This design comes from an exercise in tuning for small area and a short achievable clock period on the open sky130 flow, not from production work.
The clock input has no modelled driver; a real chip could not lean on it and would need a root buffer or a full tree.
Power figures rest on the tool's default switching activity, not on a simulated workload.

cedar:
==> flow/design.v <==
module link_engine (
    input  wire        clk,
    input  wire        role,           
    input  wire        op_valid,
    input  wire [11:0] op,
    output wire        op_ready,
    output reg         rsp_ok,
    output reg  [7:0]  rsp_data,
    output reg         line_req_out,
    output reg         line_dc_out
);
    localparam integer N = 50;
    localparam [2:0] S_IDLE = 3'd0,    
                     S_RS   = 3'd1,    
                     S_RC   = 3'd2,    
                     S_RCA  = 3'd3,    
                     S_RDY  = 3'd4,    
                     S_DTX  = 3'd5,    
                     S_DCF  = 3'd6,    
                     S_DCA  = 3'd7;    
    assign op_ready = 1'b1;
    reg [2:0]     ls;
    reg [8*N-1:0] txm;                  
    reg [8*N-1:0] rxm;
    reg [4:0]     tx_wh, tx_rh, rx_wh, rx_rh;    
    reg [9:0]     tx_wl, tx_rl, rx_wl, rx_rl;    
    reg           tx_ne, tx_full, rx_ne, rx_full;
    reg [2:0]     tx_idx, rx_idx;
    reg [7:1]     tx_byte;              
    reg [6:0]     rx_sh;                
    wire [7:0] tx_head, rx_head;
    wire       tx_wr_to_rd, tx_rd_to_wr, rx_wr_to_rd, rx_rd_to_wr;
    genvar s;
    generate
        for (s = 0; s < N; s = s + 1) begin : g_slot
            always @(posedge clk) begin
                if (!tx_full && !(tx_wh[s / 10] | tx_wl[s % 10]))
                    txm[8*s +: 8] <= op[7:0];
                if (!rx_full && !(rx_wh[s / 10] | rx_wl[s % 10]))
                    rxm[8*s +: 8] <= {op[0], rx_sh};
            end
        end
    endgenerate
    le_head_mux tx_mux (.rh(tx_rh), .rl(tx_rl), .m(txm), .head(tx_head));
    le_head_mux rx_mux (.rh(rx_rh), .rl(rx_rl), .m(rxm), .head(rx_head));
    le_ptr_cmp tx_cmp (.wh(tx_wh), .wl(tx_wl), .rh(tx_rh), .rl(tx_rl),
                       .wr_next_is_rd(tx_wr_to_rd), .rd_next_is_wr(tx_rd_to_wr));
    le_ptr_cmp rx_cmp (.wh(rx_wh), .wl(rx_wl), .rh(rx_rh), .rl(rx_rl),
                       .wr_next_is_rd(rx_wr_to_rd), .rd_next_is_wr(rx_rd_to_wr));
    wire tx_pending = (tx_idx != 3'd7) || tx_ne;
    wire is_init  = op_valid && (op[11:8] == 4'b0000);
    wire is_send  = op_valid && (op[11:8] == 4'b0001);
    wire is_recv  = op_valid && (op[11:8] == 4'b0010);
    wire is_avail = op_valid && (op[11:8] == 4'b0011);
    wire ev_rqf   = op_valid && (op[11:8] == 4'b1000);
    wire ev_rqr   = op_valid && (op[11:8] == 4'b1001);
    wire ev_dcf   = op_valid && (op[11:8] == 4'b1010);
    wire ev_dcr   = op_valid && (op[11:8] == 4'b1011);
    wire t1 = ev_dcf && ls == S_RS;
    wire t2 = ev_dcr && ls == S_RCA;
    wire t3 = ev_dcf && ls == S_DTX;
    wire t4 = ev_dcr && ls == S_DCA;
    wire t5 = ev_rqf && ls == S_IDLE;
    wire t6 = ev_rqf && ls == S_RS && role;
    wire t7 = ev_rqr && ls == S_RC;
    wire t8 = ev_rqf && ls == S_RDY;
    wire t9 = ev_rqr && ls == S_DCF;
    wire tx_enq = is_send && !tx_full;
    wire tx_deq = t2 && tx_idx == 3'd7 && tx_ne;
    wire rx_enq = t8 && rx_idx == 3'd6 && !rx_full;
    wire rx_deq = is_recv && rx_ne;
    wire [2:0] tx_idx_inc = tx_idx + 3'd1;
    wire       tx_bit = (tx_idx == 3'd7) ? (tx_ne && tx_head[0]) : tx_byte[tx_idx_inc];
    always @(posedge clk) begin
        rsp_ok   <= is_init || tx_enq || ((is_recv || is_avail) && rx_ne);
        rsp_data <= rx_deq ? rx_head : 8'h00;
        if (is_init) begin
            ls           <= S_IDLE;
            line_req_out <= 1'b1;
            line_dc_out  <= 1'b1;
        end else if (tx_enq && !tx_ne && ls == S_IDLE) begin
            ls           <= S_RS;
            line_req_out <= 1'b0;
        end else if (t1) begin
            ls           <= S_RCA;
            line_req_out <= 1'b1;
        end else if (t2) begin
            ls           <= S_DTX;
            line_req_out <= 1'b0;
            line_dc_out  <= tx_bit;
        end else if (t3) begin
            ls           <= S_DCA;
            line_req_out <= 1'b1;
            line_dc_out  <= 1'b1;
        end else if (t5 || t6) begin
            ls           <= S_RC;
            line_req_out <= 1'b1;
            line_dc_out  <= 1'b0;
        end else if (t7) begin
            ls           <= S_RDY;
            line_dc_out  <= 1'b1;
        end else if (t8) begin
            ls           <= S_DCF;
            line_dc_out  <= 1'b0;
        end else if (t4 || t9) begin
            line_dc_out  <= 1'b1;
            if (tx_pending) begin
                ls           <= S_RS;
                line_req_out <= 1'b0;
            end else begin
                ls           <= S_IDLE;
            end
        end
        if (is_init) begin
            tx_ne   <= 1'b0;
            tx_full <= 1'b0;
            tx_idx  <= 3'd7;
        end else if (tx_enq) begin
            tx_ne   <= 1'b1;
            tx_full <= tx_wr_to_rd;
        end else if (t2) begin
            if (tx_idx != 3'd7)
                tx_idx <= tx_idx_inc;
            else if (tx_ne) begin
                tx_idx  <= 3'd0;
                tx_full <= 1'b0;
                tx_ne   <= !tx_rd_to_wr;
            end
        end
        if (tx_deq)
            tx_byte <= tx_head[7:1];
        if (is_init) begin
            rx_ne   <= 1'b0;
            rx_full <= 1'b0;
            rx_idx  <= 3'd7;
        end else if (t8) begin
            rx_idx <= rx_idx + 3'd1;
            if (rx_enq) begin
                rx_ne   <= 1'b1;
                rx_full <= rx_wr_to_rd;
            end
        end else if (rx_deq) begin
            rx_full <= 1'b0;
            rx_ne   <= !rx_rd_to_wr;
        end
        if (t8)
            rx_sh <= {op[0], rx_sh[6:1]};
        if (is_init) begin
            tx_wl <= 10'h3FE;  tx_wh <= 5'h1E;
            tx_rl <= 10'h3FE;  tx_rh <= 5'h1E;
            rx_wl <= 10'h3FE;  rx_wh <= 5'h1E;
            rx_rl <= 10'h3FE;  rx_rh <= 5'h1E;
        end else begin
            if (tx_enq) begin
                tx_wl <= {tx_wl[8:0], tx_wl[9]};
                if (!tx_wl[9]) tx_wh <= {tx_wh[3:0], tx_wh[4]};
            end
            if (tx_deq) begin
                tx_rl <= {tx_rl[8:0], tx_rl[9]};
                if (!tx_rl[9]) tx_rh <= {tx_rh[3:0], tx_rh[4]};
            end
            if (rx_enq) begin
                rx_wl <= {rx_wl[8:0], rx_wl[9]};
                if (!rx_wl[9]) rx_wh <= {rx_wh[3:0], rx_wh[4]};
            end
            if (rx_deq) begin
                rx_rl <= {rx_rl[8:0], rx_rl[9]};
                if (!rx_rl[9]) rx_rh <= {rx_rh[3:0], rx_rh[4]};
            end
        end
    end
endmodule
module le_head_mux (
    input  wire [4:0]   rh,
    input  wire [9:0]   rl,
    input  wire [399:0] m,
    output wire [7:0]   head
);
    wire [49:0]  rsel;
    wire [135:0] y;                  
    genvar g, b;
    generate
        for (g = 0; g < 50; g = g + 1) begin : g_sel
            assign rsel[g] = ~(rh[g / 10] | rl[g % 10]);
        end
        for (g = 0; g < 16; g = g + 1) begin : g_grp
            for (b = 0; b < 8; b = b + 1) begin : g_bit
                le_aoi222 u (.a1(rsel[3*g]),   .b1(m[24*g + b]),
                             .a2(rsel[3*g+1]), .b2(m[24*g + 8 + b]),
                             .a3(rsel[3*g+2]), .b3(m[24*g + 16 + b]),
                             .y(y[8*g + b]));
            end
        end
        for (b = 0; b < 8; b = b + 1) begin : g_tail
            le_aoi22 u (.a1(rsel[48]), .b1(m[384 + b]),
                        .a2(rsel[49]), .b2(m[392 + b]),
                        .y(y[128 + b]));
        end
        for (b = 0; b < 8; b = b + 1) begin : g_or
            wire [16:0] col;
            for (g = 0; g < 17; g = g + 1) begin : g_c
                assign col[g] = y[8*g + b];
            end
            assign head[b] = ~&col;
        end
    endgenerate
endmodule
module le_ptr_cmp (
    input  wire [4:0] wh,
    input  wire [9:0] wl,
    input  wire [4:0] rh,
    input  wire [9:0] rl,
    output wire       wr_next_is_rd,
    output wire       rd_next_is_wr
);
    wire [9:0] wl_n = {wl[8:0], wl[9]};
    wire [9:0] rl_n = {rl[8:0], rl[9]};
    wire [4:0] wh_n = wl[9] ? wh : {wh[3:0], wh[4]};
    wire [4:0] rh_n = rl[9] ? rh : {rh[3:0], rh[4]};
    assign wr_next_is_rd = |(~wl_n & ~rl) & |(~wh_n & ~rh);
    assign rd_next_is_wr = |(~rl_n & ~wl) & |(~rh_n & ~wh);
endmodule
module le_aoi222 (
    input  wire a1, b1, a2, b2, a3, b3,
    output wire y
);
    assign y = ~((a1 & b1) | (a2 & b2) | (a3 & b3));
endmodule
module le_aoi22 (
    input  wire a1, b1, a2, b2,
    output wire y
);
    assign y = ~((a1 & b1) | (a2 & b2));
endmodule
clock: 5.0 ns
lec_check: 0
cap_margin: 20
core_margin: 2
core_utilization: 70
cts_buf_list: sky130_fd_sc_hd__clkbuf_16
cts_cluster_diameter: 80
cts_cluster_size: 30
gpl_timing_driven: 1
setup_slack_margin: 2.8
slew_margin: 20
synth_hierarchical: 1
synth_minimum_keep_size: 0
run.sh (not shown) runs the stock make flow with config.mk's settings and CLKGATE_MAP_FILE= SYNTH_SCRIPT=/design/flow/synth_recipe.tcl, a recipe that flattens the netlist after the stock synthesis.
cedar finished every stage and its layout cleared the timing, DRC and antenna checks.
Here is what was changed in the inputs of willow compared with cedar.
diff --git a/flow/config.mk b/flow/config.mk
--- a/flow/config.mk
+++ b/flow/config.mk
@@ -12,5 +12,4 @@
 export CTS_CLUSTER_DIAMETER = 80
 export CTS_CLUSTER_SIZE = 30
-export GPL_TIMING_DRIVEN = 1
 export SETUP_SLACK_MARGIN = 2.8
 export SLEW_MARGIN = 20
Diff cedar -> willow: hold buffer count at CTS roughly the same, fraction of standard cell area that is sequential roughly the same, number of pins with negative max-slew slack in the final report roughly the same, wire length reported by the detailed router roughly the same, total power after layout roughly the same. As far as count of non-CTS buffers in the layout is concerned, cedar and willow perform about the same. Residual overflow from global routing: willow vs cedar — no meaningful difference. Going from cedar to willow, relative max-transition margin about even; final worst-path setup slack about even; clock share of power about even.
## Diff of input files: xenon against willow
diff --git a/flow/config.mk b/flow/config.mk
--- a/flow/config.mk
+++ b/flow/config.mk
@@ -9,8 +9,8 @@
 export CORE_MARGIN = 2
 export CORE_UTILIZATION = 70
-export CTS_BUF_LIST = sky130_fd_sc_hd__clkbuf_16
-export CTS_CLUSTER_DIAMETER = 80
-export CTS_CLUSTER_SIZE = 30
-export SETUP_SLACK_MARGIN = 2.8
+export CTS_BUF_LIST = sky130_fd_sc_hd__clkbuf_8
+export CTS_CLUSTER_DIAMETER = 60
+export CTS_CLUSTER_SIZE = 16
+export SETUP_SLACK_MARGIN = 2.5
 export SLEW_MARGIN = 20
 export SYNTH_HIERARCHICAL = 1
Results
- willow -> xenon: number of antenna diodes delta 0, exact match
- xenon vs. willow: wire length reported by the detailed router shrank by 0.85%, clock buffer instance count of the final layout higher, H-tree level count saw an increase.
- Diff willow..xenon | remaining global-route overflow | negligible
- In xenon, period utilization is higher than in willow.
- xenon — layout overhead on the synthesized area 1.9 points lower, willow as reference
- Between willow and xenon, the flow reports cell area decreasing slightly.
- Number of tap instances came out exactly the same in xenon and willow.
- Measured against xenon, the pin count of the biggest net entering global routing of willow comes out at 1.6 times the reference value.
The following lists how amber was set up differently from xenon:
==> flow/flow/run.sh (new file) <==
#!/bin/bash
# Standard ORFS layout, with the port buffers made from buf_4 cells instead
# of the buffer that buffer_ports picks by default.
set -euo pipefail
bash standard.sh "BUFFER_PORTS_ARGS=-buffer_cell sky130_fd_sc_hd__buf_4" finish > orfs_make.log 2>&1
==> flow/standard.sh (new file) <==
#!/bin/bash
# synth_recipe.tcl (not shown) runs the flow's synth.tcl, then flattens the netlist and writes it again
# the make line also repeats each setting of config.mk as NAME=value (left out here)
make -C /OpenROAD-flow-scripts/flow DESIGN_CONFIG=/design/flow/config.mk WORK_HOME=/design/flow/orfs CLKGATE_MAP_FILE= SYNTH_SCRIPT=/design/flow/synth_recipe.tcl "${@:-finish}"
diff --git a/flow/config.mk b/flow/config.mk
--- a/flow/config.mk
+++ b/flow/config.mk
@@ -9,8 +9,8 @@
 export CORE_MARGIN = 2
 export CORE_UTILIZATION = 70
-export CTS_BUF_LIST = sky130_fd_sc_hd__clkbuf_8
-export CTS_CLUSTER_DIAMETER = 60
-export CTS_CLUSTER_SIZE = 16
-export SETUP_SLACK_MARGIN = 2.5
+export CTS_BUF_LIST = sky130_fd_sc_hd__clkbuf_16
+export CTS_CLUSTER_DIAMETER = 80
+export CTS_CLUSTER_SIZE = 30
+export SETUP_SLACK_MARGIN = 2.8
 export SLEW_MARGIN = 20
 export SYNTH_HIERARCHICAL = 1
removed: flow/run.sh
Results
Global-route wire length before repair of xenon is on par with amber.
amber against xenon: number of buffers outside the clock class in the layout increased 3.4%; routed wire length decreased about 2%; post-route cell area flat; post-synthesis instance total neither gained nor lost much; layout-stage area growth over the synthesis result held.
amber against xenon: final worst slack +98 ps; utilization essentially unchanged; remaining max-slew budget at the tightest pin shrank by 0.31 points; worst hold slack went up by 15 ps; required time of the critical path went down by 60 ps.
Function was not checked in any run of this note: the RTL went through the layout flow alone.

== west ==
link_engine, a different RTL version from the one above (not shown whole).
For scale: about 2000 cells after synthesis.
## link_engine
module link_engine (
    input  wire        clk,
    input  wire        role,           
    input  wire        op_valid,
    input  wire [11:0] op,
    output wire        op_ready,
    output reg         rsp_ok,
    output reg  [7:0]  rsp_data,
    output reg         line_req_out,
    output reg         line_dc_out
);
==> flow/config.mk <==
export PLATFORM = sky130hd
export DESIGN_NAME = link_engine
export DESIGN_NICKNAME = link_engine
export VERILOG_FILES = /design/flow/design.v
export SDC_FILE = /design/flow/constraint.sdc
export NUM_CORES = 4
export LEC_CHECK = 0
export CAP_MARGIN = 20
export CORE_MARGIN = 2
export CORE_UTILIZATION = 70
export CTS_BUF_LIST = sky130_fd_sc_hd__clkbuf_16
export CTS_CLUSTER_DIAMETER = 80
export CTS_CLUSTER_SIZE = 30
export SETUP_SLACK_MARGIN = 3.1
export SLEW_MARGIN = 20
export SYNTH_HIERARCHICAL = 1
export SYNTH_MINIMUM_KEEP_SIZE = 0
==> flow/constraint.sdc <==
create_clock -name core_clock -period 5.0 [get_ports {clk}]
set_input_delay 1.0000 -clock core_clock [delete_from_list [all_inputs] [get_ports {clk}]]
set_output_delay 1.0000 -clock core_clock [all_outputs]
set_load 0.01 [all_outputs]
standard.sh (not shown) runs the stock make flow with config.mk's settings and CLKGATE_MAP_FILE= SYNTH_SCRIPT=/design/flow/synth_recipe.tcl, a recipe that flattens the netlist after the stock synthesis.
==> flow/flow/run.sh <==
#!/bin/bash
# Standard ORFS layout, with the port buffers made from buf_4 cells instead
# of the buffer that buffer_ports picks by default.
set -euo pipefail
bash standard.sh "BUFFER_PORTS_ARGS=-buffer_cell sky130_fd_sc_hd__buf_4" finish > orfs_make.log 2>&1
For middle, these inputs were changed with respect to west:
-- flow/config.mk --
<<< west, line 12
export CTS_CLUSTER_DIAMETER = 80
export CTS_CLUSTER_SIZE = 30
export SETUP_SLACK_MARGIN = 3.1
export SLEW_MARGIN = 20
export SYNTH_HIERARCHICAL = 1
>>> middle, line 12
export CTS_CLUSTER_DIAMETER = 80
export CTS_CLUSTER_SIZE = 30
export SETUP_SLACK_MARGIN = 2.95
export SLEW_MARGIN = 20
export SYNTH_HIERARCHICAL = 1
Notes after the runs:
Reported for west and middle, number of maximum-capacitance violations turned out identical to the last digit.
Per the comparison of middle with west, combined flip-flop and latch cell area saw little to no change; total core area saw little to no change; cell area saw a decrease.
Diff west -> middle: pin slew with the least headroom to its limit now sits higher, initial standard-cell utilization of the core flat.
Lower minimum hold slack among west and middle: west
Looking at final worst setup slack, middle sits below west.
Diff west -> middle | non-clock buffer count | up slightly
Measured against each other, west and middle differ in via density per instance, the lower figure coming from middle.
Wire length of the first global-routing pass is lower on middle
Function was not checked in any run of this note: the RTL went through the layout flow alone.

Another version of the RTL of link_engine (not shown whole).
For scale: ~2100 cells after synthesis, about 900 flip-flops, ~0.033 mm2 of cells after synthesis.
clock: 5.0 ns
lec_check: 0
cap_margin: 20
core_margin: 2
core_utilization: 70
cts_buf_list: sky130_fd_sc_hd__clkbuf_16
cts_cluster_diameter: 80
cts_cluster_size: 30
setup_slack_margin: 2.95
slew_margin: 20
synth_hierarchical: 1
synth_minimum_keep_size: 0
==> flow/flow/run.sh <==
#!/bin/bash
# Standard ORFS layout with these changes:
#  - port buffers are buf_2 cells instead of the buffer_ports default;
#  - clock tree synthesis runs without dummy loads (clustering as config.mk);
set -euo pipefail
here=$(pwd)
bash standard.sh "BUFFER_PORTS_ARGS=-buffer_cell sky130_fd_sc_hd__buf_2" \
    "CTS_ARGS=-sink_clustering_enable -repair_clock_nets -sink_clustering_size 30 -sink_clustering_max_diameter 80 -buf_list sky130_fd_sc_hd__clkbuf_16 -dont_use_dummy_load" \
    "POST_CTS_TCL=$here/flow/drop_clock_root.tcl" finish > orfs_make.log 2>&1
==> flow/flow/drop_clock_root.tcl <==
proc drop_clock_root {} {
  set block [ord::get_db_block]
  set root [$block findInst clkbuf_0_clk]
  if {$root == "NULL"} { puts "drop_clock_root: no root buffer"; return }
  set in_net [[$root findITerm A] getNet]
  set out_net [[$root findITerm X] getNet]
  set loads {}
  foreach it [$out_net getITerms] { if {[$it isInputSignal]} { lappend loads $it } }
  set others 0
  foreach it [$in_net getITerms] { if {[$it getInst] != $root} { incr others } }
  if {[llength $loads] + $others > 4 || [llength [$out_net getBTerms]] > 0} { puts "drop_clock_root: [llength $loads] loads, kept"; return }
  [$root findITerm A] disconnect
  [$root findITerm X] disconnect
  foreach it $loads { $it disconnect; $it connect $in_net }
  odb::dbInst_destroy $root
  odb::dbNet_destroy $out_net
  puts "drop_clock_root: port now drives [llength $loads] buffers"
}
drop_clock_root
The starting point ran to the end with no violations.
==> next run, changes <==
==> flow/flow/run.sh (replaced) <==
#!/bin/bash
set -euo pipefail
bash standard.sh "BUFFER_PORTS_ARGS=-buffer_cell sky130_fd_sc_hd__buf_2" \
    "CTS_ARGS=-sink_clustering_enable -repair_clock_nets -sink_clustering_size 30 -sink_clustering_max_diameter 80 -buf_list sky130_fd_sc_hd__clkbuf_16 -dont_use_dummy_load" \
    finish > orfs_make.log 2>&1
removed: flow/flow/drop_clock_root.tcl
=> Synthesized cell count does not change; wire length shrinks by about 0.43%; first-iteration DRC count is higher by about 6%; die area is unchanged; sequential power stays flat; worst setup slack is better by 93 ps; critical path depth is lower by 6; fmax rose by about 4.4%; synthesized area does not change.
No functional check of the RTL was part of any run of this note.

==> port drivers added, routing unchanged <==
In the flow no input, the clock included, has a driving cell. The finished layouts below were timed again as built, in two steps.
Step 1 (the two cells are an assumption about what drives the block):
set clk [get_ports {clk}]
set_driving_cell -lib_cell sky130_fd_sc_hd__clkbuf_16 $clk
set_driving_cell -lib_cell sky130_fd_sc_hd__buf_2 [delete_from_list [all_inputs] $clk]
Step 2 moves the port delays by t, midway between the first and last clock arrival at a register: inputs arrive t later, outputs are due t later. That takes back most of the time a late clock gives input paths.
Three values: ideal, step 1, step 2; two values: the first two.
| run | t, ns | setup WS [ns] | worst setup path after step 2 |
|---|---|---|---|
| cedar | 0.649 | 2.284 / 2.284 / 2.033 | input to register |
| willow | 0.649 | 2.284 / 2.284 / 2.033 | input to register |
| xenon | 0.742 | 2.187 / 2.187 / 1.890 | input to register |
| amber | 0.647 | 2.284 / 2.284 / 2.067 | input to register |
| west | 0.651 | 2.581 / 2.581 / 2.143 | input to register |
| middle | 0.661 | 2.438 / 2.438 / 2.265 | input to register |
| the first run of note 3 | 0.505 | 2.823 / 2.851 / 2.394 | input to register |
| the second run of note 3 | 0.639 | 2.915 / 2.855 / 2.393 | input to register |
After both steps every run listed still meets setup and hold. For the second run of note 3, which loses most, drivers alone change the setup slack by -0.060 ns; drivers and shift together by -0.522 ns.
